From an optimization exercise on the open Yosys and OpenROAD flow, aimed at small area, a short achievable clock period and few clock cycles; shortcuts taken in it are not production practice. RTL that was checked went through simulation tests only; none was proved equivalent to the original. Only the layout flow was run in runs 4 and 5; the RTL was not checked for function there.

==> design.v <==
module fpmc_alu (
    input  wire        clk,
    input  wire        rst,         
    input  wire        in_valid,
    output wire        in_ready,
    input  wire [2:0]  op,
    input  wire [4:0]  bits,
    input  wire [63:0] opa,
    input  wire [31:0] opb,
    output wire        out_valid,
    input  wire        out_ready,
    output wire [63:0] res,
    output wire [3:0]  code
);
    localparam [2:0] OP_QUANT_B   = 3'd0;
    localparam [2:0] OP_QUANT_C   = 3'd1;
    localparam [2:0] OP_DEQUANT_B = 3'd2;
    localparam [2:0] OP_DEQUANT_C = 3'd3;
    localparam [2:0] OP_LIMRANGE  = 3'd4;
    localparam [2:0] OP_EXTRACT   = 3'd5;
    localparam [2:0] OP_RAMP      = 3'd6;
    localparam [33:0] LR_SAT = 34'h3_6F6F_6F5C;
    reg        s1v;           
    reg        rdy;           
    reg        m_one;         
    reg        m_step;        
    reg        m_c1;          
    reg        m_c2;          
    reg        m_l1;          
    reg        m_lh;          
    reg        m_l5;          
    reg [2:0]  op_q;
    reg [4:0]  bits_q;
    reg        sgn;           
    reg        ovf35;         
    reg [2:0]  hi3;           
    reg [31:0] I;             
    reg [40:0] R;             
    reg [35:0] N;             
    reg [15:0] Q;             
    reg [4:0]  cnt;
    reg        cs;            
    reg        ov;
    reg [34:0] res_q;
    reg        r63;
    reg        c_ill, c_bad;
    assign in_ready  = rdy;
    assign out_valid = ov;
    assign res  = {r63, 28'd0, res_q};
    assign code = {1'b0, c_bad, c_bad | c_ill, c_bad};
    wire m_lr = m_l1 | m_lh | m_l5;
    wire [41:0] ax = m_lr ? {9'd0, R[40:8]} :
                     m_c1 ? {1'b0, R}       : {R, 1'b1};
    wire [41:0] ay = m_l1 ? {7'd0, I, 3'd0} :
                     m_lh ? {2'd0, I, 8'd0} :
                     m_l5 ? {4'd0, I, 6'd0} : {41'd0, m_c2 & cs};
    wire [41:0] az = m_c1 ? {10'd0, I} : {6'd0, N};
    wire [41:0] sum  = ax + ay + ~az + 42'd1;
    wire        fits = ~sum[41];
    wire [15:0] q_up  = Q + 16'd1;
    wire [15:0] q_dn  = Q - 16'd1;
    wire [15:0] q_fin = !fits ? Q : (cs ? q_dn : q_up);
    wire bits_ok = (bits_q != 5'd0) && (bits_q <= 5'd16);
    wire rp_bad  = (N[31:1] == 31'd0) || (I >= N[31:0]);
    wire [34:0] a35   = {hi3, I};
    wire        ovf34 = ovf35 | hi3[2];
    wire [33:0] qb_m  = ovf34 ? 34'h3_FFFF_FFFF : a35[33:0];
    reg  [2:0]  qb_e;
    reg  [11:0] qb_win;
    always @(*) begin
        if (qb_m[33:29] == 5'd0) begin
            qb_e = 3'd3; qb_win = qb_m[28:17];
        end else if (qb_m[33:30] == 4'd0) begin
            qb_e = 3'd2; qb_win = qb_m[29:18];
        end else if (qb_m[33:31] == 3'd0) begin
            qb_e = 3'd1; qb_win = qb_m[30:19];
        end else if (qb_m[33:32] == 2'd0) begin
            qb_e = 3'd0; qb_win = qb_m[31:20];
        end else if (qb_m[33] == 1'b0) begin
            qb_e = 3'd7; qb_win = qb_m[32:21];
        end else begin
            qb_e = 3'd6; qb_win = qb_m[33:22];
        end
    end
    wire [9:0]  qb_inc  = {1'b0, qb_win[11:3]} + {9'd0, qb_win[2]};
    wire [8:0]  qb_mant = qb_inc[9] ? 9'h1FF : qb_inc[8:0];
    wire [15:0] quant_b = {sgn, qb_e, qb_mant, 3'd0};
    wire [15:0] qc_inc  = {1'b0, a35[34:20]} + {15'd0, a35[19]};
    wire [14:0] qc_v    = (ovf35 | qc_inc[15]) ? 15'h7FFF : qc_inc[14:0];
    wire [15:0] quant_c = {sgn, qc_v};
    wire [15:0] dq_w = I[15:0];
    reg  [33:0] dqb_mag;
    reg         dqb_bad;
    always @(*) begin
        dqb_bad = 1'b0;
        case (dq_w[14:12])
            3'd3:    dqb_mag = {5'd0, dq_w[11:3], 20'd0};
            3'd2:    dqb_mag = {4'd0, dq_w[11:3], 21'd0};
            3'd1:    dqb_mag = {3'd0, dq_w[11:3], 22'd0};
            3'd0:    dqb_mag = {2'd0, dq_w[11:3], 23'd0};
            3'd7:    dqb_mag = {1'd0, dq_w[11:3], 24'd0};
            3'd6:    dqb_mag = {dq_w[11:3], 25'd0};
            default: begin dqb_mag = 34'd0; dqb_bad = 1'b1; end
        endcase
    end
    wire [15:0] extract = dq_w >> (5'd16 - bits_q);
    reg [34:0] nres;
    reg        n63, nill, nbad;
    always @(*) begin
        nres = 35'd0; n63 = 1'b0; nill = 1'b0; nbad = 1'b0;
        if (m_c2) begin
            if (!bits_ok)      nill = 1'b1;
            else if (rp_bad)   nbad = 1'b1;
            else               nres = {19'd0, q_fin};
        end else if (m_l5) begin
            nres = ovf34 ? {1'b0, LR_SAT} : {1'b0, sum[37:4]};
            n63  = sgn;
        end else begin
            case (op_q)
                OP_QUANT_B:   nres = {19'd0, quant_b};
                OP_QUANT_C:   nres = {19'd0, quant_c};
                OP_DEQUANT_B: begin
                    if (dqb_bad) nbad = 1'b1;
                    else begin nres = {1'b0, dqb_mag}; n63 = dq_w[15]; end
                end
                OP_DEQUANT_C: begin nres = {dq_w[14:0], 20'd0}; n63 = dq_w[15]; end
                OP_EXTRACT: begin
                    if (!bits_ok) nill = 1'b1;
                    else          nres = {19'd0, extract};
                end
                default: nill = 1'b1;
            endcase
        end
    end
    wire s1_last = m_one | m_c2 | m_l5;
    wire accept  = in_valid && rdy;
    wire s1_done = s1v && s1_last && (!ov || out_ready);
    wire a_ramp = (op == OP_RAMP);
    wire a_lr   = (op == OP_LIMRANGE);
    wire s1v_n  = accept | (s1v & ~s1_done);
    wire ov_n   = s1_done | (ov & ~out_ready);
    wire last_n = accept ? ~(a_ramp | a_lr) :
                  (m_one | m_c2 | m_l5 | m_c1 | (m_lh & cnt[1]));
    always @(posedge clk) begin
        if (rst) begin
            s1v <= 1'b0;
            ov  <= 1'b0;
            rdy <= 1'b0;
        end else begin
            s1v <= s1v_n;
            ov  <= ov_n;
            rdy <= ~s1v_n | (last_n & ~ov_n);
        end
        if (s1_done) begin
            res_q <= nres;
            r63   <= n63;
            c_ill <= nill;
            c_bad <= nbad;
        end
        if (rdy) begin
            m_one  <= ~(a_ramp | a_lr);
            m_step <= a_ramp;
            m_c1   <= 1'b0;
            m_c2   <= 1'b0;
            m_l1   <= a_lr;
            m_lh   <= 1'b0;
            m_l5   <= 1'b0;
            op_q   <= op;
            bits_q <= bits;
            sgn    <= opa[63];
            ovf35  <= (opa[62:35] != 28'd0);
            hi3    <= opa[34:32];
            I      <= a_lr ? opa[33:2] : opa[31:0];
            R      <= a_lr ? {opa[33:2], 9'd0} : {9'd0, opa[31:0]};
            N      <= a_ramp ? {4'd0, opb} : 36'd0;
            Q      <= 16'd0;
            cnt    <= a_lr ? 5'd0 : bits;
        end else begin
            if (m_step) begin
                R   <= fits ? sum[40:0] : {R[39:0], 1'b0};
                Q   <= {Q[14:0], fits};
                cnt <= cnt - 5'd1;
                if (cnt == 5'd1) begin
                    m_step <= 1'b0;
                    m_c1   <= 1'b1;
                end
            end
            if (m_c1) begin
                cs   <= sum[41];
                R    <= sum[41] ? ~sum[40:0] : sum[40:0];
                m_c1 <= 1'b0;
                m_c2 <= 1'b1;
            end
            if (m_l1) begin
                N    <= sum[35:0];
                R    <= 41'd0;
                m_l1 <= 1'b0;
                m_lh <= 1'b1;
            end
            if (m_lh) begin
                R   <= sum[40:0];
                cnt <= cnt + 5'd1;
                if (cnt[1]) begin
                    m_lh <= 1'b0;
                    m_l5 <= 1'b1;
                end
            end
        end
    end
endmodule
==> run.sh <==
#!/bin/bash
# synth_recipe.tcl (not shown) runs the flow's synth.tcl, then flattens the netlist and writes it again
# the make line also repeats each setting of config.mk as NAME=value (left out here)
make -C /OpenROAD-flow-scripts/flow DESIGN_CONFIG=/design/flow/config.mk WORK_HOME=/design/flow/orfs CLKGATE_MAP_FILE= SYNTH_SCRIPT=/design/flow/synth_recipe.tcl finish
==> config.mk <==
export PLATFORM = sky130hd
export DESIGN_NAME = fpmc_alu
export DESIGN_NICKNAME = fpmc_alu
export VERILOG_FILES = /design/flow/design.v
export SDC_FILE = /design/flow/constraint.sdc
export NUM_CORES = 4
export LEC_CHECK = 0
export CAP_MARGIN = 20
export CORE_MARGIN = 2
export CORE_UTILIZATION = 50
export PLACE_DENSITY = 0.6
export SETUP_SLACK_MARGIN = 5
export SLEW_MARGIN = 20
==> constraint.sdc <==
create_clock -name core_clock -period 11.0 [get_ports {clk}]
set_input_delay 2.2000 -clock core_clock [delete_from_list [all_inputs] [get_ports {clk}]]
set_output_delay 2.2000 -clock core_clock [all_outputs]
set_load 0.01 [all_outputs]
==> impl_metrics.json, run 1 <==
{
  "dp_slack_ns": 4.61,
  "worst_slack_ns": 5.26,
  "tns_ns": 0,
  "path_common_cell": "a21oi_1",
  "clock-sinks": 192,
  "fp.dieH_um": 196,
  "netlist_area_um2": 18400,
  "drc": 0,
  "ys.flop_type": "edfxtp_1",
  "cts_tree": "built",
  "avgSynthCellArea_um2": 8.06,
  "synth_edf_count": 167,
  "layout-drive-gt1-share_pct": 5.31,
  "period_needed_ns": 5.74,
  "die_area_um2": 38300,
  "ys_ff_latch": 192,
  "grt_pass1_wl_um": 106000,
  "synth_top_area_share_pct": 27.3,
  "finalSetupViolations": 0,
  "tightest_slew_ns": 1.19,
  "vias_per_cell": 6.43,
  "worstSetupStartpoint": "m_l1$_SDFF_PN0_",
  "async_flop_share_pct": 0,
  "nNetsFinal": 2568,
  "timing.fmax_ghz": 0.174,
  "synth_most_common_cell": "a21oi_1",
  "synth_common_cells": "a21oi_1 (279), nand2_1 (278), nor2_1 (215)",
  "path_delay_family": "compound AO/OA/AOI/OAI gates",
  "regArea_um2": 5530,
  "path_max_fanout": 70,
  "hold_class": "flip-flop to flip-flop",
  "path_cells": "clkbuf_8 -> or3_2 -> buf_6 -> nor2_1 -> a21oi_1 -> fa_1 -> inv_1 -> ha_1 -> a21oi_1 -> nand2_1 -> o211ai_1 -> a21oi_1 -> o21ai_1 -> a21oi_1 -> or3b_4 -> inv_16 -> mux2_2 -> o221ai_1",
  "relSlewSlack_pct": 20.3,
  "post_drt_wl_per_cell_um": 25.7,
  "cap_violations": 0,
  "maxSlewViolCount": 0,
  "area_growth_pct": 12.5,
  "path_class": "flip-flop to flip-flop",
  "cts_buffer_depth": 2,
  "die_w_um": 196,
  "fp-row-count": 70,
  "top_layer": "met5",
  "critPathBufInv": 4,
  "fin_crit_sh_pct": 52.2,
  "htreeDepth": 4,
  "synth_top_area_cell": "edfxtp_1",
  "run_status": "timing/DRC/antenna clean",
  "grt_start_max_net_pins": 98,
  "synthTopCellsByArea": "edfxtp_1 (27%), a21oi_1 (7.6%), ha_1 (7.0%)",
  "r2r-start": "m_l1$_SDFF_PN0_",
  "cts_buffers": 17,
  "hpwlAfterDp_um": 54300,
  "drt-total-wl_um": 72100,
  "start_util_pct": 50.4,
  "worstHoldStart": "s1v$_SDFF_PP0_",
  "cts.clk_slew.worst_paths_ns": 0.08,
  "required_ns": 11.29,
  "critPathLaunchType": "flip-flop",
  "grt_pass1_vias": 16949,
  "cpMaxStageDelayCell": "or3b_4",
  "gp_congestion": 0.997,
  "nFillCells": 3418,
  "grtUsageTotal_pct": 37.2,
  "postCtsHoldBufs": 0,
  "ant_nets": 0,
  "first_pass_iters": 6,
  "wl_met3_um": 7650,
  "first_iter_violations": 2490,
  "clk_latency_ns": 0.48,
  "m1WireLength_um": 28500,
  "antenna_found_initial": 3,
  "cts-root-buf": "clkbuf_16",
  "vias": 18049,
  "wl_met2_um": 31800,
  "yosys_warnings": 1,
  "synthCells": 2279,
  "overflow": 0,
  "ys_seq_area_share_pct": 30.0,
  "ios": 178,
  "end_kind": "flip-flop",
  "max_stage_delay_ns": 0.58,
  "io_buffers": 148,
  "multi_input_area_um2": 11600,
  "synth_cell_types": 84,
  "skew_ns": 0.0124,
  "hold_viol": 0,
  "grt_setup_unrepaired": "yes",
  "coreArea_um2": 36400,
  "cp_data_arrival_time_ns": 6.03
}
[final timing paths]
check | to | slack [ns] | cells past startpoint
max | R[11]$_DFFE_PP_ | 5.26 | 18
min | s1v$_SDFF_PP0_ | 0.51 | 2
max reg2reg | R[11]$_DFFE_PP_ | 5.26 | 18
min reg2reg | s1v$_SDFF_PP0_ | 0.51 | 2
[registers in the layout (all words and copies together) (netlist names), 3 cells and up]
register and count:
hi3 3, res_q 35, I 32, R 41
cnt 5, Q 16, op_q 3, N 36
bits_q 5
[cell families after synthesis]
logic type,count (synthesis),synth area share (%)
AND/OR/NAND/NOR,755,19.0
AO/OA/AOI/OAI,713,23.6
buffers and inverters,321,7.59
flip-flops,192,30.0
adder cells (fa/ha/maj),138,10.8
multiplexers,84,5.33
XOR/XNOR,75,3.58
other,1,0.0204
[cells in the final DEF, fill, tap and decap left out, types with 40 or more instances in the layout]
| cell | instances |
|---|---|
| a21oi_1 | 279 |
| clkdlybuf4s50_1 | 148 |
| edfxtp_1 | 167 |
| o21ai_0 | 175 |
| nor2b_1 | 59 |
| xnor2_1 | 42 |
| inv_1 | 137 |
| nand2_1 | 278 |
| ha_1 | 103 |
| a22oi_1 | 40 |
| nand3_1 | 40 |
| nor2_1 | 213 |
| mux2i_1 | 63 |
[cell type report]
cell class                 count  area share [%]
timing repair buffer         176            8.55
multi-input combinational   1795            56.3
tap                          468            2.83
inverter                     140            2.62
clock buffer                  18            2.08
clock inverter                14           0.847
antenna                        2          0.0242
sequential                   192            26.7
[stage by stage]
stage | utilization, % | std cells | hold slack (ns) | area, µm²
floorplan | - | 2307 | 0.425 | 18500
global placement | 54.6 | 2766 | 0.480 | 19900
detailed placement | 54.6 | 2767 | 0.491 | 19900
CTS | 56.3 | 2799 | 0.505 | 20500
global route | 56.7 | 2803 | 0.526 | 20700
finish | 56.7 | 2805 | 0.509 | 20700
[repair_timing]
item,in CTS,in global routing
setup endpoints to repair,54,66
gates cloned,0,1
resized for setup,3,13
buffers inserted,0,2
pin swaps,0,0
[worst reg2reg max path: cells and delay by family, from the launching register on]
kind,cells,cell delay [ns]
AO/OA/AOI/OAI,7,1.50
adder cells (fa/ha/maj),2,0.88
buffers and inverters,4,0.89
flip-flops,1,0.32
multiplexers,1,0.46
AND/OR/NAND/NOR,4,1.50
[per-layer routing]
metal  vias up  global-route usage (%)
met5         -                       0
met4         4                    19.4
met3       220                    8.89
met2      1076                    57.3
met1      8535                    49.0
li1       8214                       -
Testbench counts, summed over its fixed seeds: cycles 41,929.
==> inputs of run 2 (changes only) <==
--- a/config.mk
+++ b/config.mk
@@ -8,6 +8,5 @@
 export CAP_MARGIN = 20
 export CORE_MARGIN = 2
-export CORE_UTILIZATION = 50
+export CORE_UTILIZATION = 40
 export PLACE_DENSITY = 0.6
-export SETUP_SLACK_MARGIN = 5
 export SLEW_MARGIN = 20
==> run 2 against run 1 <==
  * Highest routed layer is now met4
  * Still clean on timing, DRC and antenna
  * First-iteration DRC count down 10%
  * Final cell count increased by 4.4%
  * Clock skew grew 0.0048 ns
  * Register-to-register slack worse by 0.99 ns
  * Cell area shrank 0.16%
==> impl_metrics.json, run 2 <==
{
  "run_status": "timing/DRC/antenna clean",
  "area_growth_pct": 12.3,
  "clk_latency_ns": 0.48,
  "timing.fmax_ghz": 0.149,
  "layout_common_cells": "a21oi_1 (279), nand2_1 (278), nor2_1 (213)",
  "ios": 178,
  "drt-total-wl_um": 71600,
  "fin_crit_sh_pct": 61.2,
  "required_ns": 11.23,
  "synth_common_cells": "a21oi_1 (279), nand2_1 (278), nor2_1 (215)",
  "layout_commonest_cell": "a21oi_1",
  "synth_most_common_cell": "a21oi_1",
  "fin_area_um2": 20600,
  "htreeDepth": 4,
  "layout-drive-gt1-share_pct": 4.85,
  "synth_top_area_cell": "edfxtp_1",
  "avgSynthCellArea_um2": 8.06,
  "nNetsFinal": 2562,
  "regArea_um2": 5530,
  "drc": 0,
  "diodes": 0,
  "largest_register_ffs": 41,
  "cts_buffer_depth": 2,
  "hpwlAfterDp_um": 55300,
  "yosys_warnings": 1,
  "coreArea_um2": 45400,
  "finalSetupViolations": 0,
  "cts_buffers": 17,
  "synth_top_area_share_pct": 27.3,
  "largest_registers": "R x41, N x36, res_q x35",
  "cts.clk_slew.worst_paths_ns": 0.08,
  "synth_cell_types": 84,
  "multi_input_area_um2": 11600,
  "start_util_pct": 40.5,
  "post_drt_wl_per_cell_um": 24.5,
  "die_w_um": 218,
  "ys_ff_latch": 192,
  "synth_edf_count": 167,
  "fp-row-count": 78,
  "ant_nets": 0,
  "ys.flop_type": "edfxtp_1",
  "postCtsHoldBufs": 0,
  "tns_ns": 0,
  "first_pass_iters": 8,
  "first_iter_violations": 2241,
  "io_buffers": 148,
  "relSlewSlack_pct": 23.9,
  "antenna_found_initial": 0,
  "gp_congestion": 1.00,
  "period_needed_ns": 6.73,
  "tightest_slew_ns": 1.14,
  "cts_tree": "built",
  "critPathLaunchType": "flip-flop",
  "grt_pass1_vias": 16626,
  "synthTopCellsByArea": "edfxtp_1 (27%), a21oi_1 (7.6%), ha_1 (7.0%)",
  "cts-root-buf": "clkbuf_16",
  "ys_seq_area_share_pct": 30.0,
  "grt_start_max_net_pins": 114,
  "path_max_fanout": 113,
  "hold_class": "flip-flop to flip-flop",
  "post_cts_buffers": 0,
  "top_register": "R",
  "hold_viol": 0,
  "r2r-start": "m_c1$_SDFF_PP0_",
  "grt_setup_unrepaired": "no",
  "nFillCells": 4521,
  "cap_violations": 0,
  "worstSetupStartpoint": "m_c1$_SDFF_PP0_",
  "fp.dieH_um": 218,
  "die_area_um2": 47700,
  "clock-sinks": 192,
  "grtUsageTotal_pct": 29.7,
  "placed_cell_area_um2": 20100,
  "netlist_area_um2": 18400,
  "cts_resized": 0,
  "overflow": 0,
  "vias_per_cell": 6.11,
  "skew_ns": 0.0172,
  "async_flop_share_pct": 0,
  "end_kind": "flip-flop",
  "cp_data_arrival_time_ns": 6.96,
  "synthCells": 2279,
  "grt_pass1_wl_um": 105000,
  "vias": 17904,
  "maxSlewViolCount": 0,
  "worstHoldStart": "s1v$_SDFF_PP0_",
  "path_class": "flip-flop to flip-flop"
}
run 2: cell counts after synthesis:
No cell type changed its count.
run 2: layer usage:
layer	up-vias	part of all wire (%)	global-route usage (%)
li1	8205	-	-
met1	8530	40	39.1
met2	1026	45	46.8
met3	143	10	6.28
met4	0	4.6	13.6
met5	-	0	0
run 2: cell families after synthesis:
group	after synthesis	synth area share, %
flip-flops	192	30.0
XOR/XNOR	75	3.58
adder cells (fa/ha/maj)	138	10.8
AND/OR/NAND/NOR	755	19.0
AO/OA/AOI/OAI	713	23.6
other	1	0.0204
buffers and inverters	321	7.59
multiplexers	84	5.33
run 2: area by class of cell:
type | count | share of cell area (%)
Clock buffer | 18 | 2.08
Clock inverter | 14 | 0.637
Inverter | 140 | 2.57
Multi-Input combinational cell | 1794 | 56.2
Sequential cell | 192 | 26.8
Tap cell | 600 | 3.64
Timing Repair Buffer | 171 | 8.08
run 2: worst max-delay path, stage by stage (launching register included):
cell and delay, ns:
dfxtp_4 1.06, buf_4 0.72, o21ai_0 0.31, fa_1 0.59
inv_1 0.04, ha_1 0.36, a21oi_1 0.27, nor3b_1 0.46
a21oi_1 0.23, o21ai_1 0.32, nand3_1 0.11, or3b_4 0.50
clkinv_4 0.56, nand2_2 0.41, a211oi_1 0.09, a211o_1 0.31
run 2: through the flow:
step	setup WS, ns	instances	util (%)	hold slack, ns
2_1_floorplan	5.89	2307	-	0.425
3_3_place_gp	4.61	2896	44.2	0.456
3_5_place_dp	4.51	2896	44.2	0.457
4_1_cts	4.47	2928	45.4	0.478
5_1_grt	3.96	2929	45.5	0.522
6_report	4.27	2929	45.5	0.474
run 2: final timing paths:
check,end,slack (ns),cells past startpoint
worst max-delay path,R[26]$_DFFE_PP_,4.27,15
worst min register to register,rdy$_SDFF_PP0_,0.47,1
worst min-delay path,rdy$_SDFF_PP0_,0.47,1
worst max register to register,R[26]$_DFFE_PP_,4.27,15
==> inputs of run 3 (changes only) <==
==> flow/run.sh (new file) <==
#!/bin/bash
# Standard ORFS layout, with timing repair aimed at a setup slack margin of 6.5 ns
# (the clock period and constraints stay the design's).
set -euo pipefail
bash standard.sh SETUP_SLACK_MARGIN=6.5 TNS_END_PERCENT=100 finish > flow_make.log 2>&1
==> standard.sh (new file) <==
#!/bin/bash
# synth_recipe.tcl (not shown) runs the flow's synth.tcl, then flattens the netlist and writes it again
# the make line also repeats each setting of config.mk as NAME=value (left out here)
make -C /OpenROAD-flow-scripts/flow DESIGN_CONFIG=/design/flow/config.mk WORK_HOME=/design/flow/orfs CLKGATE_MAP_FILE= SYNTH_SCRIPT=/design/flow/synth_recipe.tcl "${@:-finish}"
--- a/config.mk
+++ b/config.mk
@@ -8,5 +8,5 @@
 export CAP_MARGIN = 20
 export CORE_MARGIN = 2
-export CORE_UTILIZATION = 40
+export CORE_UTILIZATION = 50
 export PLACE_DENSITY = 0.6
 export SLEW_MARGIN = 20
removed: run.sh
==> run 3 against run 2 <==
  * Routed wire length grew 14%
  * Cell area grew 14%
  * Core utilization grew 19 points
  * Sequential share of layout area shrank 3.3 points
  * Critical endpoint is now R[0]$_DFFE_PP_
  * Critical path type unchanged
  * Critical path depth grew 5
  * Register-to-register slack gained 1.8 ns
  * Final cell count shrank 0.41%
  * Synthesized cell count is the same
  * Clock skew grew 0.00088 ns
  * Still clean on timing, DRC and antenna
==> impl_metrics.json, run 3 <==
{
  "hold_class": "flip-flop to flip-flop",
  "fp.dieH_um": 196,
  "antenna_found_initial": 1,
  "grtUsageTotal_pct": 41.2,
  "async_flop_share_pct": 0,
  "synth_edf_count": 167,
  "fin_worst_hold_slack_ns": 0.478,
  "grt_setup_unrepaired": "yes",
  "htreeDepth": 4,
  "vias": 19545,
  "maxSlewViolCount": 0,
  "synth_most_common_cell": "a21oi_1",
  "layout_common_cells": "nand2_1 (272), a21oi_1 (235), nor2_1 (194)",
  "synth_common_cells": "a21oi_1 (279), nand2_1 (278), nor2_1 (215)",
  "hold_end": "rdy$_SDFF_PP0_",
  "finalSetupViolations": 0,
  "clk_latency_ns": 0.48,
  "ys.flop_type": "edfxtp_1",
  "netlist_area_um2": 18400,
  "tightest_slew_ns": 1.30,
  "fp-row-count": 70,
  "fin_area_um2": 23600,
  "largest_registers": "R x41, N x36, res_q x35",
  "cap_violations": 0,
  "r2r-start": "m_l1$_SDFF_PN0_",
  "nNetsFinal": 2680,
  "avgSynthCellArea_um2": 8.06,
  "cts_tree": "built",
  "vias_per_cell": 6.70,
  "gp_congestion": 0.975,
  "synthTopCellsByArea": "edfxtp_1 (27%), a21oi_1 (7.6%), ha_1 (7.0%)",
  "cts.clk_slew.worst_paths_ns": 0.08,
  "grt_start_max_net_pins": 57,
  "fin_crit_sh_pct": 44.9,
  "worstSetupStartpoint": "m_l1$_SDFF_PN0_",
  "first_pass_iters": 7,
  "end_kind": "flip-flop",
  "post_drt_wl_per_cell_um": 27.9,
  "ant_nets": 0,
  "required_ns": 11.23,
  "relSlewSlack_pct": 13.3,
  "rr_worst_depth": 20,
  "placed_cell_area_um2": 20000,
  "coreArea_um2": 36400,
  "overflow": 0,
  "hpwlAfterDp_um": 54800,
  "first_iter_violations": 2535,
  "grt_pass1_vias": 18338,
  "tns_ns": 0,
  "path_max_fanout": 6,
  "top_register": "R",
  "area_growth_pct": 28.4,
  "ys_seq_area_share_pct": 30.0,
  "clock-sinks": 192,
  "io_buffers": 148,
  "ys_ff_latch": 192,
  "run_status": "timing/DRC/antenna clean",
  "start_util_pct": 50.4,
  "die_w_um": 196,
  "grt_pass1_wl_um": 117000,
  "timing.fmax_ghz": 0.202,
  "dp_slack_ns": 4.44,
  "hold_depth": 1,
  "worstHoldStart": "s1v$_SDFF_PP0_",
  "cp_data_arrival_time_ns": 5.17,
  "drt-total-wl_um": 81300,
  "path_class": "flip-flop to flip-flop",
  "synth_cell_types": 84,
  "worstReg2RegEnd": "R[0]$_DFFE_PP_",
  "cts_buffer_depth": 2,
  "layout_commonest_cell": "nand2_1",
  "largest_register_ffs": 41,
  "critPathLaunchType": "flip-flop",
  "rrSetupSlack_ns": 6.06,
  "synthCells": 2279,
  "worst_slack_ns": 6.06,
  "yosys_warnings": 1,
  "cts-root-buf": "clkbuf_16",
  "layout-drive-gt1-share_pct": 17.7,
  "period_needed_ns": 4.94,
  "synth_top_area_cell": "edfxtp_1",
  "skew_ns": 0.0181,
  "synth_top_area_share_pct": 27.3,
  "cts_buffers": 17,
  "die_area_um2": 38300,
  "hold_viol": 0,
  "ios": 178,
  "drc": 0
}
==> run 3: cell counts after synthesis <==
No cell type changed its count.
==> run 3: kinds of logic (layout without fill, tap and decap cells) <==
group | count (synthesis) | count (layout) | share of synthesized area, %
other cells | 1 | 31 | 0.0204
simple gates | 755 | 755 | 19.0
mux | 84 | 84 | 5.33
flops | 192 | 192 | 30.0
xor+xnor | 75 | 75 | 3.58
fa+ha+maj | 138 | 138 | 10.8
compound gates | 713 | 713 | 23.6
buf+inv | 321 | 461 | 7.59
==> run 3: worst max path at each step <==
stage | to | slack (ns) | cells past startpoint
5_1_grt | R[0]$_DFFE_PP_ | 5.98 | 20
6_report | R[0]$_DFFE_PP_ | 6.06 | 20
3_5_place_dp | R[12]$_DFFE_PP_ | 4.44 | 18
4_1_cts | R[31]$_DFFE_PP_ | 6.26 | 21
3_3_place_gp | R[12]$_DFFE_PP_ | 4.67 | 18
2_1_floorplan | R[0]$_DFFE_PP_ | 6.51 | 22
==> run 3: area by class of cell <==
type	count	area [µm²]
inverter	140	556
fill	3037	12800
timing repair inverter	6	125
sequential	192	5540
clock buffer	18	429
tap	468	586
clock inverter	14	169
timing repair buffer	283	3020
antenna	2	5.00
multi-input combinational	1794	13200
==> run 3: per-layer routing <==
| metal | wire [µm] | vias to the layer above | share of wire [%] | GRT usage, % |
|---|---|---|---|---|
| met4 | 6200 | 0 | 7.6 | 23.8 |
| met2 | 34900 | 1480 | 43 | 62.9 |
| met5 | 0 | - | 0 | 0 |
| li1 | - | 8460 | - | - |
| met1 | 29900 | 9231 | 37 | 52.6 |
| met3 | 10300 | 374 | 13 | 11.7 |
==> run 3: critical path, cell delays in order (launching register included) <==
cell and delay, ns:
dfxtp_4 0.36, buf_12 0.13, or3_4 0.44, buf_12 0.18
buf_16 0.16, nor2_2 0.10, a21oi_1 0.06, fa_1 0.55
inv_2 0.06, ha_4 0.27, nand4_1 0.14, a21oi_2 0.15
or3b_4 0.42, nor3_4 0.18, o21ai_2 0.10, nand3_1 0.08
or3b_4 0.50, buf_12 0.17, ha_4 0.27, a211oi_4 0.06
a221o_1 0.29
==> run 3: metrics by stage <==
step | cells | util, %
final | 2917 | 64.7
after global routing | 2915 | 64.7
after CTS | 2897 | 62.4
after detailed placement | 2763 | 54.9
after global placement | 2763 | 54.9
after floorplan | 2307 | -
==> run 3: repair_timing <==
item | 4_1_cts | 5_1_grt
hold buffers | 0 | 0
setup buffers | 87 | 17
cloned | 15 | 1
setup endpoints to repair | 109 | 94
resized for setup | 226 | 129
pin swaps | 49 | 48
==> inputs of run 4 (changes only) <==
--- a/design.v
+++ b/design.v
@@ -30,4 +30,5 @@
     reg        m_lh;          
     reg        m_l5;          
+    reg        m_lr;          
     reg [2:0]  op_q;
     reg [4:0]  bits_q;
@@ -49,12 +50,19 @@
     assign res  = {r63, 28'd0, res_q};
     assign code = {1'b0, c_bad, c_bad | c_ill, c_bad};
-    wire m_lr = m_l1 | m_lh | m_l5;
-    wire [41:0] ax = m_lr ? {9'd0, R[40:8]} :
-                     m_c1 ? {1'b0, R}       : {R, 1'b1};
+    wire        rs = R[40];
+    wire        ng = (m_step | m_c1) & rs;    
+    wire [41:0] ax = m_lr ? {9'd0, R[40:8]}             :
+                     m_c1 ? {rs, R}                     :
+                     m_c2 ? {R ^ {41{cs}}, 1'b1}        : {R, ~rs};
     wire [41:0] ay = m_l1 ? {7'd0, I, 3'd0} :
                      m_lh ? {2'd0, I, 8'd0} :
-                     m_l5 ? {4'd0, I, 6'd0} : {41'd0, m_c2 & cs};
-    wire [41:0] az = m_c1 ? {10'd0, I} : {6'd0, N};
-    wire [41:0] sum  = ax + ay + ~az + 42'd1;
+                     m_l5 ? {4'd0, I, 6'd0} :
+                     ng   ? {6'd0, N}       : {41'd0, m_c2 & cs};
+    wire [41:0] az = m_c1 ? {10'd0, I} :
+                     ng   ? 42'd0       : {6'd0, N};
+    wire [41:0] cz   = ~az;
+    wire [41:0] c_s  = ax ^ ay ^ cz;
+    wire [41:0] c_c  = (ax & ay) | (ax & cz) | (ay & cz);
+    wire [41:0] sum  = c_s + {c_c[40:0], ~ng};
     wire        fits = ~sum[41];
     wire [15:0] q_up  = Q + 16'd1;
@@ -104,5 +112,6 @@
         endcase
     end
-    wire [15:0] extract = dq_w >> (5'd16 - bits_q);
+    wire [31:0] ex_sh   = {16'd0, dq_w} << bits_q[4:0];
+    wire [15:0] extract = ex_sh[31:16];
     reg [34:0] nres;
     reg        n63, nill, nbad;
@@ -152,5 +161,5 @@
             rdy <= ~s1v_n | (last_n & ~ov_n);
         end
-        if (s1_done) begin
+        if (!ov || out_ready) begin
             res_q <= nres;
             r63   <= n63;
@@ -166,4 +175,5 @@
             m_lh   <= 1'b0;
             m_l5   <= 1'b0;
+            m_lr   <= a_lr;
             op_q   <= op;
             bits_q <= bits;
@@ -178,5 +188,5 @@
         end else begin
             if (m_step) begin
-                R   <= fits ? sum[40:0] : {R[39:0], 1'b0};
+                R   <= sum[40:0];
                 Q   <= {Q[14:0], fits};
                 cnt <= cnt - 5'd1;
@@ -188,5 +198,5 @@
             if (m_c1) begin
                 cs   <= sum[41];
-                R    <= sum[41] ? ~sum[40:0] : sum[40:0];
+                R    <= sum[40:0];
                 m_c1 <= 1'b0;
                 m_c2 <= 1'b1;
==> flow/run.sh (replaced) <==
#!/bin/bash
# Standard ORFS layout, with timing repair aimed at a setup slack margin of 7.0 ns
# (the clock period and constraints stay the design's).
set -euo pipefail
bash standard.sh SETUP_SLACK_MARGIN=7.0 TNS_END_PERCENT=100 finish > flow_make.log 2>&1
==> run 4 against run 3 <==
  * Fmax down 0.53%
  * Sequential share of layout area up 0.42 points
  * Clock skew up 0.0027 ns
  * First-iteration DRC count rose by 5.8%
  * Count of clock-buffer cells in the layout is the same
  * Area after synthesis is 2.3% lower
==> impl_metrics.json, run 4 <==
{
  "run_status": "timing/DRC/antenna clean",
  "grtUsageTotal_pct": 38.9,
  "hold_end": "rdy$_SDFF_PP0_",
  "fin_crit_sh_pct": 45.2,
  "first_iter_violations": 2683,
  "layout_commonest_cell": "nand2_1",
  "path_class": "flip-flop to flip-flop",
  "cts_tree": "built",
  "layout_common_cells": "nand2_1 (325), nor2_1 (169), edfxtp_1 (168)",
  "critPathLaunchType": "flip-flop",
  "hold_viol": 0,
  "ios": 178,
  "io_buffers": 148,
  "layout-drive-gt1-share_pct": 18.8,
  "gp_congestion": 1.06,
  "worstHoldStart": "s1v$_SDFF_PP0_",
  "worst_slack_ns": 6.03,
  "clock-sinks": 193,
  "die_w_um": 193,
  "timing.fmax_ghz": 0.201,
  "drt-total-wl_um": 75600,
  "top_register": "R",
  "max_stage_delay_ns": 0.51,
  "dp_slack_ns": 4.55,
  "cpMaxStageDelayCell": "fa_1",
  "tightest_slew_ns": 1.08,
  "synth_top_area_share_pct": 28.1,
  "cts.clk_slew.worst_paths_ns": 0.08,
  "cap_violations": 0,
  "synthTopCellsByArea": "edfxtp_1 (28%), nand2_1 (6.9%), ha_1 (6.8%)",
  "hold_class": "flip-flop to flip-flop",
  "grt_pass1_vias": 17520,
  "start_util_pct": 50.6,
  "diodes": 0,
  "fp-row-count": 69,
  "rr_worst_depth": 22,
  "maxSlewViolCount": 0,
  "vias": 18753,
  "hold_depth": 1,
  "grt_pass1_wl_um": 110000,
  "grt_setup_unrepaired": "yes",
  "fin_worst_hold_slack_ns": 0.498,
  "first_pass_iters": 6,
  "clk_latency_ns": 0.48,
  "r2r-start": "R[40]$_DFFE_PP_",
  "synth_cell_types": 76,
  "post_drt_wl_per_cell_um": 26.5,
  "ys.flop_type": "edfxtp_1",
  "largest_register_ffs": 41,
  "path_delay_family": "compound AO/OA/AOI/OAI gates",
  "grt_start_max_net_pins": 90,
  "nNetsFinal": 2621,
  "nFillCells": 2932,
  "relSlewSlack_pct": 28.1,
  "end_kind": "flip-flop",
  "synth_common_cells": "nand2_1 (332), a21oi_1 (206), nor2_1 (178)",
  "required_ns": 11.19,
  "skew_ns": 0.0208,
  "critPathBufInv": 8,
  "ys_ff_latch": 193,
  "async_flop_share_pct": 0,
  "area_growth_pct": 29.8,
  "worstReg2RegEnd": "res_q[7]$_DFFE_PP_",
  "overflow": 0,
  "avgSynthCellArea_um2": 8.08,
  "largest_registers": "R x41, N x36, res_q x35",
  "vias_per_cell": 6.58,
  "synth_top_area_cell": "edfxtp_1",
  "synth_edf_count": 168,
  "cts_buffer_depth": 2,
  "ant_nets": 0,
  "tns_ns": 0,
  "path_max_fanout": 8,
  "synth_most_common_cell": "nand2_1",
  "finalSetupViolations": 0,
  "cp_data_arrival_time_ns": 5.15,
  "hpwlAfterDp_um": 52500,
  "period_needed_ns": 4.97,
  "synthCells": 2220,
  "dp.cells": 2697,
  "cts_buffers": 17,
  "die_area_um2": 37400,
  "htreeDepth": 4,
  "layoutNonFillerInstCount": 2850,
  "fp.dieH_um": 193,
  "rrSetupSlack_ns": 6.03,
  "path_cells": "o21a_4 -> buf_12 -> clkinvlp_4 -> buf_12 -> buf_12 -> o31a_1 -> a21oi_2 -> fa_1 -> ha_4 -> a21oi_1 -> o211ai_1 -> a21boi_0 -> o31a_1 -> nor4b_4 -> buf_6 -> buf_6 -> o41ai_4 -> a211oi_4 -> buf_6 -> buf_16 -> mux2i_1 -> o221ai_1",
  "antenna_found_initial": 1,
  "cts-root-buf": "clkbuf_16",
  "yosys_warnings": 1,
  "coreArea_um2": 35500,
  "ys_seq_area_share_pct": 30.9,
  "netlist_area_um2": 17900,
  "drc": 0
}
==> run 4: changes by cell type after synthesis, sizes merged, moves of 32 or more <==
cell   change
xor2      +39
inv       -32
a21oi     -72
nor2      -36
nand2     +53
nor2b     -34
==> run 4: worst max path at each step <==
| stage | from | endpoint | slack [ns] | depth (start not counted) |
|---|---|---|---|---|
| after global routing | cs$_DFFE_PP_ | R[40]$_DFFE_PP_ | 5.95 | 23 |
| after CTS | R[40]$_DFFE_PP_ | res_q[0]$_DFFE_PP_ | 6.18 | 21 |
| after global placement | m_c1$_SDFF_PP0_ | res_q[0]$_DFFE_PP_ | 4.57 | 19 |
| final | R[40]$_DFFE_PP_ | res_q[7]$_DFFE_PP_ | 6.03 | 22 |
| after detailed placement | m_c1$_SDFF_PP0_ | res_q[0]$_DFFE_PP_ | 4.55 | 19 |
| after floorplan | cs$_DFFE_PP_ | res_q[24]$_SDFFCE_PP0P_ | 6.62 | 20 |
==> run 4: repair_timing <==
item / CTS / global route
gates resized for setup: 248 / 136
pin swaps: 39 / 67
setup buffers: 81 / 31
cloned: 10 / 0
endpoints found under the setup margin: 144 / 105
hold buffers: 0 / 0
==> run 4: cell type report <==
| type | count | area [µm²] | share of cell area [%] |
|---|---|---|---|
| clock buffers | 18 | 429 | 1.84 |
| clock inverters | 13 | 119 | 0.510 |
| inverters | 109 | 423 | 1.82 |
| multi-input cells | 1755 | 13000 | 55.7 |
| flip-flops and latches | 193 | 5560 | 23.9 |
| well taps | 461 | 577 | 2.48 |
| repair buffers | 301 | 3210 | 13.8 |
==> run 4: stage by stage <==
stage | instance area [µm²] | util [%]
floorplan | 18300 | -
global placement | 19700 | 55.5
detailed placement | 19700 | 55.5
CTS | 22500 | 63.5
global route | 23300 | 65.6
finish | 23300 | 65.6
==> run 4: kinds of logic after synthesis <==
group | after synthesis | synth area share, %
fa+ha+maj | 136 | 11.1
flops | 193 | 30.9
compound gates | 663 | 22.9
mux | 72 | 4.16
buf+inv | 300 | 7.04
xor+xnor | 117 | 5.71
simple gates | 738 | 18.2
other cells | 1 | 0.0209
==> run 4: metal layers <==
layer	up-vias	wire, µm	global-route usage (%)
met5	-	9	0
met4	2	3970	18.8
met3	246	9630	10.3
met2	1369	31400	56.0
met1	8907	30600	54.1
li1	8229	-	-
==> inputs of run 5 (changes only) <==
--- a/design.v
+++ b/design.v
@@ -42,4 +42,5 @@
     reg [4:0]  cnt;
     reg        cs;            
+    reg        ng_q;          
     reg        ov;
     reg [34:0] res_q;
@@ -51,8 +52,8 @@
     assign code = {1'b0, c_bad, c_bad | c_ill, c_bad};
     wire        rs = R[40];
-    wire        ng = (m_step | m_c1) & rs;    
+    wire        ng = ng_q;                    
     wire [41:0] ax = m_lr ? {9'd0, R[40:8]}             :
                      m_c1 ? {rs, R}                     :
-                     m_c2 ? {R ^ {41{cs}}, 1'b1}        : {R, ~rs};
+                     m_c2 ? {R ^ {41{cs}}, 1'b1}        : {R, ~ng};
     wire [41:0] ay = m_l1 ? {7'd0, I, 3'd0} :
                      m_lh ? {2'd0, I, 8'd0} :
@@ -186,5 +187,7 @@
             Q      <= 16'd0;
             cnt    <= a_lr ? 5'd0 : bits;
-        end else begin
+            ng_q   <= 1'b0;
+        end else begin
+            ng_q <= m_step & sum[41];
             if (m_step) begin
                 R   <= sum[40:0];
==> flow/run.sh (replaced) <==
#!/bin/bash
# Standard ORFS layout (the standard.sh) with two changes:
# - the port buffers that placement inserts are sky130_fd_sc_hd__buf_1 (the
#   resizer upsizes them where timing needs it);
# - timing repair aims at a setup slack margin of 5 ns.
# The clock period and constraints stay the design's. make's output is in
# flow_make.log; each ORFS step logs to orfs/logs.
set -euo pipefail
bash standard.sh "BUFFER_PORTS_ARGS=-buffer_cell sky130_fd_sc_hd__buf_1" \
    SETUP_SLACK_MARGIN=5 finish > flow_make.log 2>&1
==> run 5 against run 4 <==
  * Cell area is 18% lower
  * Largest cell class unchanged
  * Area after synthesis decreased by 0.96%
  * Worst setup slack lost 0.82 ns
  * Non-clock buffer count fell by 128
==> impl_metrics.json, run 5 <==
{
  "run_status": "timing/DRC/antenna clean",
  "fin_crit_sh_pct": 52.6,
  "largest_registers": "R x41, N x36, res_q x35",
  "avgSynthCellArea_um2": 8.28,
  "area_growth_pct": 7.08,
  "drt-total-wl_um": 67800,
  "coreArea_um2": 35300,
  "post_drt_wl_per_cell_um": 25.5,
  "vias": 17141,
  "layout_commonest_cell": "nand2_1",
  "io_buffers": 148,
  "start_util_pct": 50.3,
  "largest_register_ffs": 41,
  "synth_most_common_cell": "nand2_1",
  "tns_ns": 0,
  "critPathLaunchType": "flip-flop",
  "cap_violations": 0,
  "netlist_area_um2": 17800,
  "die_w_um": 193,
  "grt_start_max_net_pins": 97,
  "fp.dieH_um": 193,
  "cts-root-buf": "clkbuf_16",
  "synthCells": 2147,
  "ys_ff_latch": 194,
  "async_flop_share_pct": 0,
  "synth_common_cells": "nand2_1 (286), nor2_1 (201), a21oi_1 (174)",
  "htreeDepth": 4,
  "overflow": 0,
  "layout-drive-gt1-share_pct": 4.50,
  "cts_buffers": 17,
  "synthTopCellsByArea": "edfxtp_1 (28%), ha_1 (6.9%), nand2_1 (6.0%)",
  "yosys_warnings": 1,
  "cts_buffer_depth": 2,
  "path_max_fanout": 34,
  "maxSlewViolCount": 0,
  "drc": 0,
  "ys_seq_area_share_pct": 31.3,
  "grtUsageTotal_pct": 36.8,
  "top_register": "R",
  "period_needed_ns": 5.79,
  "tightest_slew_ns": 1.14,
  "first_iter_violations": 1939,
  "relSlewSlack_pct": 23.5,
  "gp_congestion": 0.948,
  "clk_latency_ns": 0.47,
  "nFillCells": 3441,
  "layout_common_cells": "nand2_1 (284), nor2_1 (198), a21oi_1 (174)",
  "cts.clk_slew.worst_paths_ns": 0.09,
  "grt_pass1_wl_um": 100000,
  "cts_tree": "built",
  "ant_nets": 0,
  "grt_setup_unrepaired": "no",
  "nNetsFinal": 2430,
  "synth_edf_count": 168,
  "path_class": "flip-flop to flip-flop",
  "hold_viol": 0,
  "clock-sinks": 194,
  "skew_ns": 0.0116,
  "ys.flop_type": "edfxtp_1",
  "vias_per_cell": 6.44,
  "antenna_found_initial": 0,
  "fp-row-count": 69,
  "hpwlAfterDp_um": 51500,
  "first_pass_iters": 6,
  "cp_data_arrival_time_ns": 5.98,
  "die_area_um2": 37100,
  "end_kind": "flip-flop",
  "grt_pass1_vias": 15985,
  "synth_cell_types": 88,
  "diodes": 0,
  "synth_top_area_share_pct": 28.4,
  "ios": 178,
  "required_ns": 11.19,
  "hold_class": "flip-flop to flip-flop",
  "timing.fmax_ghz": 0.173,
  "synth_top_area_cell": "edfxtp_1",
  "finalSetupViolations": 0
}
[run 5: cell count changes after synthesis, sizes merged, moves of 21 or more]
cell	previous run	this run
nor3	52	20
nand2	332	286
nor2	179	201
a21oi	207	175
a221oi	5	26
a22oi	13	37
[run 5: path summary, 6_finish.rpt]
kind,endpoint,slack [ns],cells past startpoint,startpoint
max,res_q[3]$_DFFE_PP_,5.21,17,m_lh$_SDFF_PP0_
max reg2reg,res_q[3]$_DFFE_PP_,5.21,17,m_lh$_SDFF_PP0_
min,rdy$_SDFF_PP0_,0.46,1,s1v$_SDFF_PP0_
min reg2reg,rdy$_SDFF_PP0_,0.46,1,s1v$_SDFF_PP0_
[run 5: cell families (layout without fill, tap and decap cells)]
group | Yosys count | after routing | share of synthesized area, %
AOI/OAI and AO/OA | 650 | 650 | 23.1
xor gates and xnor gates | 110 | 110 | 5.42
adders and majority gates | 136 | 136 | 11.2
buffers and inverters | 286 | 310 | 6.95
DFF | 194 | 194 | 31.3
muxes | 75 | 75 | 4.37
other | 1 | 29 | 0.0211
and+or+nand+nor | 695 | 695 | 17.6
[run 5: layer usage]
metal,wire length [µm],vias up,GRT usage (%)
met5,0,-,0
met4,3930,0,20.6
met3,6320,202,7.69
met2,29800,1014,56.0
met1,27700,8115,48.7
li1,-,7810,-
[run 5: timing repair]
item,in CTS,in global routing
resized for setup,1,6
setup buffers,0,1
setup endpoints to repair,2,20
hold buffers,0,0
[run 5: through the flow]
stage / area [µm²] / hold slack, ns / utilization [%] / worst slack (ns) / cells
final: 19000 / 0.460 / 53.9 / 5.21 / 2660
after global routing: 19000 / 0.488 / 53.9 / 5.02 / 2660
after CTS: 19000 / 0.459 / 53.8 / 5.03 / 2659
after detailed placement: 18400 / 0.441 / 52.1 / 5.00 / 2627
after global placement: 18400 / 0.437 / 52.1 / 5.07 / 2627
after floorplan: 17900 / 0.416 / - / 6.01 / 2175
[run 5: cell type report]
cell class              instances  area, µm²  area share [%]
flip-flops and latches        194       5570            29.3
clock inverters                15        184           0.967
multi-input cells            1695      11100            58.4
repair buffers                173        753            3.96
inverters                     105        394            2.07
clock buffers                  17        425            2.24
well taps                     461        577            3.03
[run 5: critical path: stages, from the launching register on]
cell      delay [ns]
dfxtp_1         0.75
or2_4           0.52
nor3_1          0.17
nand2_1         0.12
o21ai_0         0.18
fa_1            0.52
ha_1            0.35
o21ai_0         0.13
o21ai_0         0.44
a211oi_1        0.18
a211o_1         0.42
o21ai_1         0.21
nand2_1         0.12
o211a_1         0.27
a311oi_4        0.25
buf_4           0.37
mux2i_1         0.28
o221ai_1        0.13
==> inputs of run 6 (changes only) <==
--- a/design.v
+++ b/design.v
@@ -32,5 +32,6 @@
     reg        m_lr;          
     reg [2:0]  op_q;
-    reg [4:0]  bits_q;
+    reg [4:0]  bits_q;        
+    reg        bok;           
     reg        sgn;           
     reg        ovf35;         
@@ -40,5 +41,4 @@
     reg [35:0] N;             
     reg [15:0] Q;             
-    reg [4:0]  cnt;
     reg        cs;            
     reg        ng_q;          
@@ -67,8 +67,13 @@
     wire [41:0] sum  = c_s + {c_c[40:0], ~ng};
     wire        fits = ~sum[41];
-    wire [15:0] q_up  = Q + 16'd1;
-    wire [15:0] q_dn  = Q - 16'd1;
-    wire [15:0] q_fin = !fits ? Q : (cs ? q_dn : q_up);
-    wire bits_ok = (bits_q != 5'd0) && (bits_q <= 5'd16);
+    reg  [15:0] q_cy;
+    integer     k;
+    always @(*) begin
+        q_cy[0] = 1'b1;
+        for (k = 1; k < 16; k = k + 1)
+            q_cy[k] = q_cy[k-1] & (Q[k-1] ^ cs);
+    end
+    wire [15:0] q_fin = fits ? (Q ^ q_cy) : Q;
+    wire bits_ok = bok;
     wire rp_bad  = (N[31:1] == 31'd0) || (I >= N[31:0]);
     wire [34:0] a35   = {hi3, I};
@@ -151,5 +156,5 @@
     wire ov_n   = s1_done | (ov & ~out_ready);
     wire last_n = accept ? ~(a_ramp | a_lr) :
-                  (m_one | m_c2 | m_l5 | m_c1 | (m_lh & cnt[1]));
+                  (m_one | m_c2 | m_l5 | m_c1 | (m_lh & bits_q[1]));
     always @(posedge clk) begin
         if (rst) begin
@@ -178,5 +183,6 @@
             m_lr   <= a_lr;
             op_q   <= op;
-            bits_q <= bits;
+            bits_q <= a_lr ? 5'd0 : bits;
+            bok    <= (bits != 5'd0) && (bits <= 5'd16);
             sgn    <= opa[63];
             ovf35  <= (opa[62:35] != 28'd0);
@@ -186,5 +192,4 @@
             N      <= a_ramp ? {4'd0, opb} : 36'd0;
             Q      <= 16'd0;
-            cnt    <= a_lr ? 5'd0 : bits;
             ng_q   <= 1'b0;
         end else begin
@@ -193,6 +198,6 @@
                 R   <= sum[40:0];
                 Q   <= {Q[14:0], fits};
-                cnt <= cnt - 5'd1;
-                if (cnt == 5'd1) begin
+                bits_q <= bits_q - 5'd1;
+                if (bits_q == 5'd1) begin
                     m_step <= 1'b0;
                     m_c1   <= 1'b1;
@@ -213,6 +218,6 @@
             if (m_lh) begin
                 R   <= sum[40:0];
-                cnt <= cnt + 5'd1;
-                if (cnt[1]) begin
+                bits_q <= bits_q + 5'd1;
+                if (bits_q[1]) begin
                     m_lh <= 1'b0;
                     m_l5 <= 1'b1;
==> run 6 against run 5 <==
  * Still clean on timing, DRC and antenna
  * Cell area shrank 1.6%
  * Flip-flop and latch count shrank 4
  * First-iteration DRC count grew 15%
  * Worst setup slack gained 0.069 ns
  * Non-clock buffer count grew 8
  * Final cell count shrank 0.60%
  * Worst hold slack gained 0.028 ns
  * Register-to-register slack gained 0.07 ns
  * Global-route usage grew 0.34 points
==> impl_metrics.json, run 6 <==
{
  "grt_pass1_wl_um": 99700,
  "grt_pass1_vias": 15444,
  "vias_per_cell": 6.40,
  "grtUsageTotal_pct": 37.1,
  "first_iter_violations": 2221,
  "post_drt_wl_per_cell_um": 25.7,
  "tns_ns": 0,
  "synthCells": 2139,
  "synth_cell_types": 84,
  "synthTopCellsByArea": "edfxtp_1 (28%), nand2_1 (6.3%), ha_1 (6.0%)",
  "timing.fmax_ghz": 0.175,
  "cts.clk_slew.worst_paths_ns": 0.08,
  "die_w_um": 192,
  "start_util_pct": 50.9,
  "maxSlewViolCount": 0,
  "grt_setup_unrepaired": "no",
  "synth_top_area_share_pct": 28.0,
  "path_max_fanout": 41,
  "worstReg2RegEnd": "N[28]$_DFFE_PP_",
  "tightest_slew_ns": 1.20,
  "dp.cells": 2603,
  "ys.flop_type": "edfxtp_1",
  "async_flop_share_pct": 0,
  "area_growth_pct": 6.47,
  "overflow": 0,
  "netlist_area_um2": 17600,
  "synth_top_area_cell": "edfxtp_1",
  "nFillCells": 3339,
  "yosys_warnings": 1,
  "hold_depth": 1,
  "ios": 178,
  "fin_crit_sh_pct": 52.0,
  "rrSetupSlack_ns": 5.28,
  "cts-root-buf": "clkbuf_16",
  "clock-sinks": 190,
  "rr_worst_depth": 19,
  "run_status": "timing/DRC/antenna clean",
  "layout-drive-gt1-share_pct": 5.21,
  "relSlewSlack_pct": 19.6,
  "die_area_um2": 36700,
  "finalSetupViolations": 0,
  "end_kind": "flip-flop",
  "placed_cell_area_um2": 18000,
  "antenna_found_initial": 0,
  "skew_ns": 0.0210,
  "vias": 16930,
  "layout_common_cells": "nand2_1 (294), a21oi_1 (202), o21ai_0 (185)",
  "clk_latency_ns": 0.48,
  "period_needed_ns": 5.72,
  "hold_class": "flip-flop to flip-flop",
  "htreeDepth": 4,
  "critPathLaunchType": "flip-flop",
  "cts_buffer_depth": 2,
  "layout_commonest_cell": "nand2_1",
  "drc": 0,
  "ys_ff_latch": 190,
  "ant_nets": 0,
  "regArea_um2": 5460,
  "fp.dieH_um": 192,
  "first_pass_iters": 7,
  "cts_tree": "built",
  "hpwlAfterDp_um": 50700,
  "largest_registers": "R x41, N x36, res_q x35",
  "nNetsFinal": 2404,
  "path_class": "flip-flop to flip-flop",
  "r2r-start": "cs$_DFFE_PP_",
  "hold_viol": 0,
  "io_buffers": 148,
  "multi_input_area_um2": 10900,
  "synth_edf_count": 164,
  "worstHoldStart": "s1v$_SDFF_PP0_",
  "synth_common_cells": "nand2_1 (297), a21oi_1 (202), o21ai_0 (186)",
  "required_ns": 11.20,
  "fin_util_pct": 54.2,
  "cp_data_arrival_time_ns": 5.92,
  "coreArea_um2": 34500,
  "fp-row-count": 68,
  "synth_most_common_cell": "nand2_1",
  "largest_register_ffs": 41,
  "drt-total-wl_um": 68000,
  "grt_start_max_net_pins": 126,
  "layoutNonFillerInstCount": 2644,
  "avgSynthCellArea_um2": 8.22,
  "gp_congestion": 1.00,
  "fin_area_um2": 18700,
  "cts_buffers": 17,
  "cap_violations": 0,
  "ys_seq_area_share_pct": 31.0,
  "hold_end": "rdy$_SDFF_PP0_",
  "fin_worst_hold_slack_ns": 0.488,
  "top_register": "R"
}
## run 6: cell types whose count changed after synthesis, sizes merged, moves of 11 or more
cell and change:
a221oi -25, nor2 -40, nand2 +11, o21ai +16, mux2i -20, ha -14, clkbuf +14, a22oi +23
a21oi +27
## run 6: kinds of logic (layout without fill, tap and decap cells)
family                     count (synthesis)  count (layout)  synth area share [%]
other                                      1              30                0.0213
muxes                                     59              59                  3.66
xor gates and xnor gates                 118             118                  5.88
AOI/OAI and AO/OA                        673             673                  23.6
buffers and inverters                    287             308                  7.68
and+or+nand+nor                          690             690                  18.0
adders and majority gates                121             121                  10.2
DFF                                      190             190                  31.0
## run 6: how the worst max path moves through the flow
stage,start,cells after the start,to,slack (ns)
after floorplan,cs$_DFFE_PP_,20,res_q[22]$_SDFFCE_PP0P_,6.03
after global placement,cs$_DFFE_PP_,18,res_q[15]$_DFFE_PP_,4.91
after detailed placement,cs$_DFFE_PP_,18,res_q[15]$_DFFE_PP_,4.84
after CTS,m_c2$_SDFFE_PP0P_,18,res_q[15]$_DFFE_PP_,5.05
after global routing,m_l1$_SDFF_PN0_,18,res_q[14]$_DFFE_PP_,5.01
final,cs$_DFFE_PP_,19,N[28]$_DFFE_PP_,5.28
## run 6: layer usage
metal | routed length [µm] | track usage, % | vias up
met5 | 0 | 0 | -
met4 | 2690 | 14.2 | 0
met3 | 6440 | 6.04 | 139
met2 | 29900 | 56.6 | 956
met1 | 29000 | 52.8 | 8128
li1 | - | - | 7707
## run 6: critical path, stage by stage (launching register included)
cell,delay (ns)
edfxtp_1,0.58
nand2_2,0.17
buf_8,0.40
xnor2_1,0.20
nor2_1,0.07
a21oi_1,0.14
o21ai_0,0.15
fa_1,0.63
inv_1,0.07
fa_1,0.46
nor2b_1,0.24
o21a_1,0.22
o21ai_0,0.19
o311a_1,0.43
a21oi_1,0.32
a41o_1,0.30
nand3_1,0.10
o21ai_0,0.21
xnor2_1,0.33
o21ai_0,0.21
## run 6: what timing repair did
action,4_1_cts,5_1_grt
hold buffers,0,0
cloned,0,0
pin swaps,0,1
resized for setup,3,5
endpoints found under the setup margin,10,32
buffers inserted,0,8
## run 6: cell type report
cell class,instances,area share [%]
Multi-Input combinational cell,1690,58.4
Timing Repair Buffer,181,4.42
Tap cell,455,3.04
Sequential cell,190,29.1
Clock inverter,14,0.782
Clock buffer,18,2.29
Inverter,95,1.93
Antenna cell,1,0.0134
## run 6: per-stage QoR
stage	setup slack (ns)
6_report	5.28
2_1_floorplan	6.03
3_5_place_dp	4.84
3_3_place_gp	4.91
4_1_cts	5.05
5_1_grt	5.01
Testbench counts of run 6, summed over its fixed seeds: cycles 41,929.
==> inputs of run 7 (changes only) <==
--- a/design.v
+++ b/design.v
@@ -52,14 +52,16 @@
     assign code = {1'b0, c_bad, c_bad | c_ill, c_bad};
     wire        rs = R[40];
+    wire [31:0] la = {hi3[1:0], I[31:2]};
     wire        ng = ng_q;                    
-    wire [41:0] ax = m_lr ? {9'd0, R[40:8]}             :
+    wire [41:0] ax = m_l1 ? {9'd0, la, 1'b0}            :
+                     m_lr ? {9'd0, R[40:8]}             :
                      m_c1 ? {rs, R}                     :
                      m_c2 ? {R ^ {41{cs}}, 1'b1}        : {R, ~ng};
-    wire [41:0] ay = m_l1 ? {7'd0, I, 3'd0} :
-                     m_lh ? {2'd0, I, 8'd0} :
-                     m_l5 ? {4'd0, I, 6'd0} :
+    wire [41:0] ay = m_l1 ? {7'd0, la, 3'd0} :
+                     m_lh ? {2'd0, la, 8'd0} :
+                     m_l5 ? {4'd0, la, 6'd0} :
                      ng   ? {6'd0, N}       : {41'd0, m_c2 & cs};
-    wire [41:0] az = m_c1 ? {10'd0, I} :
-                     ng   ? 42'd0       : {6'd0, N};
+    wire [41:0] az = m_c1        ? {10'd0, I} :
+                     (ng | m_l1) ? 42'd0      : {6'd0, N};
     wire [41:0] cz   = ~az;
     wire [41:0] c_s  = ax ^ ay ^ cz;
@@ -156,5 +158,5 @@
     wire ov_n   = s1_done | (ov & ~out_ready);
     wire last_n = accept ? ~(a_ramp | a_lr) :
-                  (m_one | m_c2 | m_l5 | m_c1 | (m_lh & bits_q[1]));
+                  (m_one | m_c2 | m_l5 | m_c1 | (m_lh & Q[1]));
     always @(posedge clk) begin
         if (rst) begin
@@ -183,12 +185,12 @@
             m_lr   <= a_lr;
             op_q   <= op;
-            bits_q <= a_lr ? 5'd0 : bits;
+            bits_q <= bits;
             bok    <= (bits != 5'd0) && (bits <= 5'd16);
             sgn    <= opa[63];
             ovf35  <= (opa[62:35] != 28'd0);
             hi3    <= opa[34:32];
-            I      <= a_lr ? opa[33:2] : opa[31:0];
-            R      <= a_lr ? {opa[33:2], 9'd0} : {9'd0, opa[31:0]};
-            N      <= a_ramp ? {4'd0, opb} : 36'd0;
+            I      <= opa[31:0];
+            R      <= {9'd0, opa[31:0]};
+            N      <= {4'd0, opb};
             Q      <= 16'd0;
             ng_q   <= 1'b0;
@@ -218,6 +220,6 @@
             if (m_lh) begin
                 R   <= sum[40:0];
-                bits_q <= bits_q + 5'd1;
-                if (bits_q[1]) begin
+                Q   <= {Q[14:0], 1'b1};
+                if (Q[1]) begin
                     m_lh <= 1'b0;
                     m_l5 <= 1'b1;
==> flow/run.sh (replaced) <==
#!/bin/bash
# Standard ORFS layout (the standard.sh) with two changes:
# - the port buffers that placement inserts are sky130_fd_sc_hd__buf_1 (the
#   resizer upsizes them where timing needs it);
# - timing repair aims at a setup slack margin of 6 ns.
# The clock period and constraints stay the design's. make's output is in
# flow_make.log; each ORFS step logs to orfs/logs.
set -euo pipefail
bash standard.sh "BUFFER_PORTS_ARGS=-buffer_cell sky130_fd_sc_hd__buf_1" \
    SETUP_SLACK_MARGIN=6 finish > flow_make.log 2>&1
--- a/config.mk
+++ b/config.mk
@@ -6,4 +6,5 @@
 export NUM_CORES = 4
 export LEC_CHECK = 0
+export ABC_AREA = 1
 export CAP_MARGIN = 20
 export CORE_MARGIN = 2
==> run 7 against run 6 <==
  * Still clean
  * Final cell count grew 19%
  * First-iteration DRC count grew 30%
  * Worst setup slack gained 0.74 ns
  * Sequential share of layout area shrank 2.2 points
  * Worst hold slack gained 0.0042 ns
  * Via count grew 20%
  * Flip-flop and latch count is the same
  * Synthesized cell count grew 20%
==> impl_metrics.json, run 7 <==
{
  "cts_buffer_depth": 2,
  "postCtsHoldBufs": 0,
  "placed_cell_area_um2": 18800,
  "coreArea_um2": 35600,
  "ant_nets": 0,
  "cap_violations": 0,
  "antenna_found_initial": 4,
  "synth_common_cells": "nand2_1 (673), inv_1 (252), o21ai_0 (243)",
  "relSlewSlack_pct": 37.0,
  "ys.flop_type": "edfxtp_1",
  "synth_top_area_cell": "edfxtp_1",
  "first_pass_iters": 8,
  "fp.dieH_um": 194,
  "wl_met2_um": 37100,
  "grt_pass1_wl_um": 118000,
  "grt_setup_unrepaired": "yes",
  "cts.clk_slew.worst_paths_ns": 0.08,
  "tightest_slew_ns": 0.941,
  "synth_top_area_share_pct": 25.2,
  "hpwlAfterDp_um": 62000,
  "critPathLaunchType": "flip-flop",
  "die_area_um2": 37600,
  "ios": 178,
  "top_register": "R",
  "die_w_um": 194,
  "nNetsFinal": 2888,
  "post_drt_wl_per_cell_um": 26.2,
  "drt-total-wl_um": 82100,
  "avgSynthCellArea_um2": 7.01,
  "fin_util_pct": 55.5,
  "end_kind": "flip-flop",
  "hold_depth": 2,
  "vias": 20384,
  "fin_crit_sh_pct": 45.3,
  "first_iter_violations": 2896,
  "synth_most_common_cell": "nand2_1",
  "required_ns": 11.23,
  "run_status": "timing/DRC/antenna clean",
  "maxSlewViolCount": 0,
  "fp-row-count": 69,
  "finalSetupViolations": 0,
  "timing.fmax_ghz": 0.201,
  "ys_ff_latch": 190,
  "vias_per_cell": 6.50,
  "gp_congestion": 1.09,
  "wl_met3_um": 9350,
  "htreeDepth": 4
}
## run 7: cell types whose count changed after synthesis, moves of 34 or more
cell / before / now
a21o_1: 42 / 8
a21oi_1: 202 / 164
a22oi_1: 60 / 25
clkbuf_1: 120 / 85
inv_1: 93 / 252
mux2i_1: 44 / 2
nand2_1: 297 / 673
nand3_1: 34 / 126
nor2_1: 161 / 202
o21ai_0: 186 / 243
xor2_1: 81 / 33
## run 7: metrics by stage
step	setup WS [ns]	cells
finish	6.02	3137
global route	5.90	3135
global placement	5.05	3089
floorplan	7.06	2600
CTS	6.00	3127
detailed placement	5.11	3089
## run 7: layout make-up
| type | instances | area, µm² |
|---|---|---|
| timing repair buffer | 190 | 926 |
| fill | 3386 | 15800 |
| clock buffer | 19 | 433 |
| inverter | 269 | 1080 |
| antenna | 3 | 7.51 |
| clock inverter | 13 | 124 |
| multi-input combinational | 1992 | 11300 |
| tap | 461 | 577 |
| sequential | 190 | 5320 |
## run 7: kinds of logic after synthesis
family	count (synthesis)	share of synthesized area (%)
buf+inv	419	9.73
mux	2	0.111
xor+xnor	48	2.44
simple gates	1121	26.1
other cells	1	0.0208
flops	190	29.5
fa+ha+maj	120	9.87
compound gates	671	22.2
## run 7: final timing paths
| path | end | slack (ns) | startpoint |
|---|---|---|---|
| worst min-delay path | Q[15]$_SDFFE_PP0P_ | 0.49 | Q[15]$_SDFFE_PP0P_ |
| worst max register to register | res_q[22]$_SDFFCE_PP0P_ | 6.02 | m_c1$_SDFF_PP0_ |
| worst min register to register | Q[15]$_SDFFE_PP0P_ | 0.49 | Q[15]$_SDFFE_PP0P_ |
| worst max-delay path | res_q[22]$_SDFFCE_PP0P_ | 6.02 | m_c1$_SDFF_PP0_ |
## run 7: layer usage
metal | vias to the layer above | global-route usage (%)
met4 | 2 | 27.2
li1 | 8990 | -
met1 | 9445 | 49.7
met3 | 395 | 10.2
met5 | - | 0.255
met2 | 1552 | 69.2
## run 7: critical path: stages (launching register included)
cell       delay [ns]
dfxtp_2          0.35
buf_12           0.25
clkinv_16        0.24
nand2_1          0.13
o21ai_0          0.07
o21ai_0          0.12
o21ai_0          0.19
fa_1             0.59
inv_1            0.06
fa_1             0.40
inv_1            0.16
nand3_1          0.09
nand2_1          0.20
nand3_1          0.10
nand2_1          0.16
nand2_1          0.08
nand2_1          0.24
nand2_1          0.10
nand2_1          0.17
a31oi_2          0.23
xnor2_2          0.22
o21ai_1          0.30
nand2_1          0.10
## run 7: what timing repair did
item | CTS | global route
cloned | 0 | 1
gates resized for setup | 26 | 45
setup endpoints to repair | 89 | 57
buffers inserted | 6 | 6
pin swaps | 0 | 2
Testbench counts of run 7, summed over its fixed seeds: cycles 41,929.

==> what the ideal ports hide <==
The flow's constraints put no driver on any port. The routed layouts listed below were extracted and timed again, unchanged, in two steps.
Step 1 (the two cells are an assumption about what drives the block):
set clk [get_ports {clk}]
set_driving_cell -lib_cell sky130_fd_sc_hd__clkbuf_16 $clk
set_driving_cell -lib_cell sky130_fd_sc_hd__buf_2 [delete_from_list [all_inputs] $clk]
Step 2 moves the port delays by t, midway between the first and last clock arrival at a register: inputs arrive t later, outputs are due t later. That takes back most of the time a late clock gives input paths.
Three values: ideal, step 1, step 2; two values: the first two.
run | t (ns) | slack for setup (ns) | worst hold slack (ns) | clock arrival spread, ns | pins driven straight from the clock port
run 1 | 0.531 | 5.258 / 5.258 / 5.258 | 0.509 / 0.509 / 0.509 | 0.012 / 0.012 | 1
run 2 | 0.524 | 4.269 / 4.269 / 4.269 | 0.474 / 0.474 / 0.474 | 0.017 / 0.017 | 1
run 3 | 0.531 | 6.058 / 6.058 / 6.058 | 0.478 / 0.478 / 0.478 | 0.018 / 0.018 | 1
run 4 | 0.528 | 6.032 / 6.032 / 6.032 | 0.498 / 0.498 / 0.498 | 0.021 / 0.021 | 1
run 5 | 0.524 | 5.209 / 5.209 / 5.209 | 0.460 / 0.460 / 0.460 | 0.013 / 0.013 | 1
run 6 | 0.530 | 5.278 / 5.278 / 5.278 | 0.488 / 0.488 / 0.488 | 0.021 / 0.021 | 1
run 7 | 0.534 | 6.016 / 6.016 / 6.016 | 0.493 / 0.493 / 0.493 | 0.015 / 0.014 | 1
After both steps every run listed still meets setup and hold.
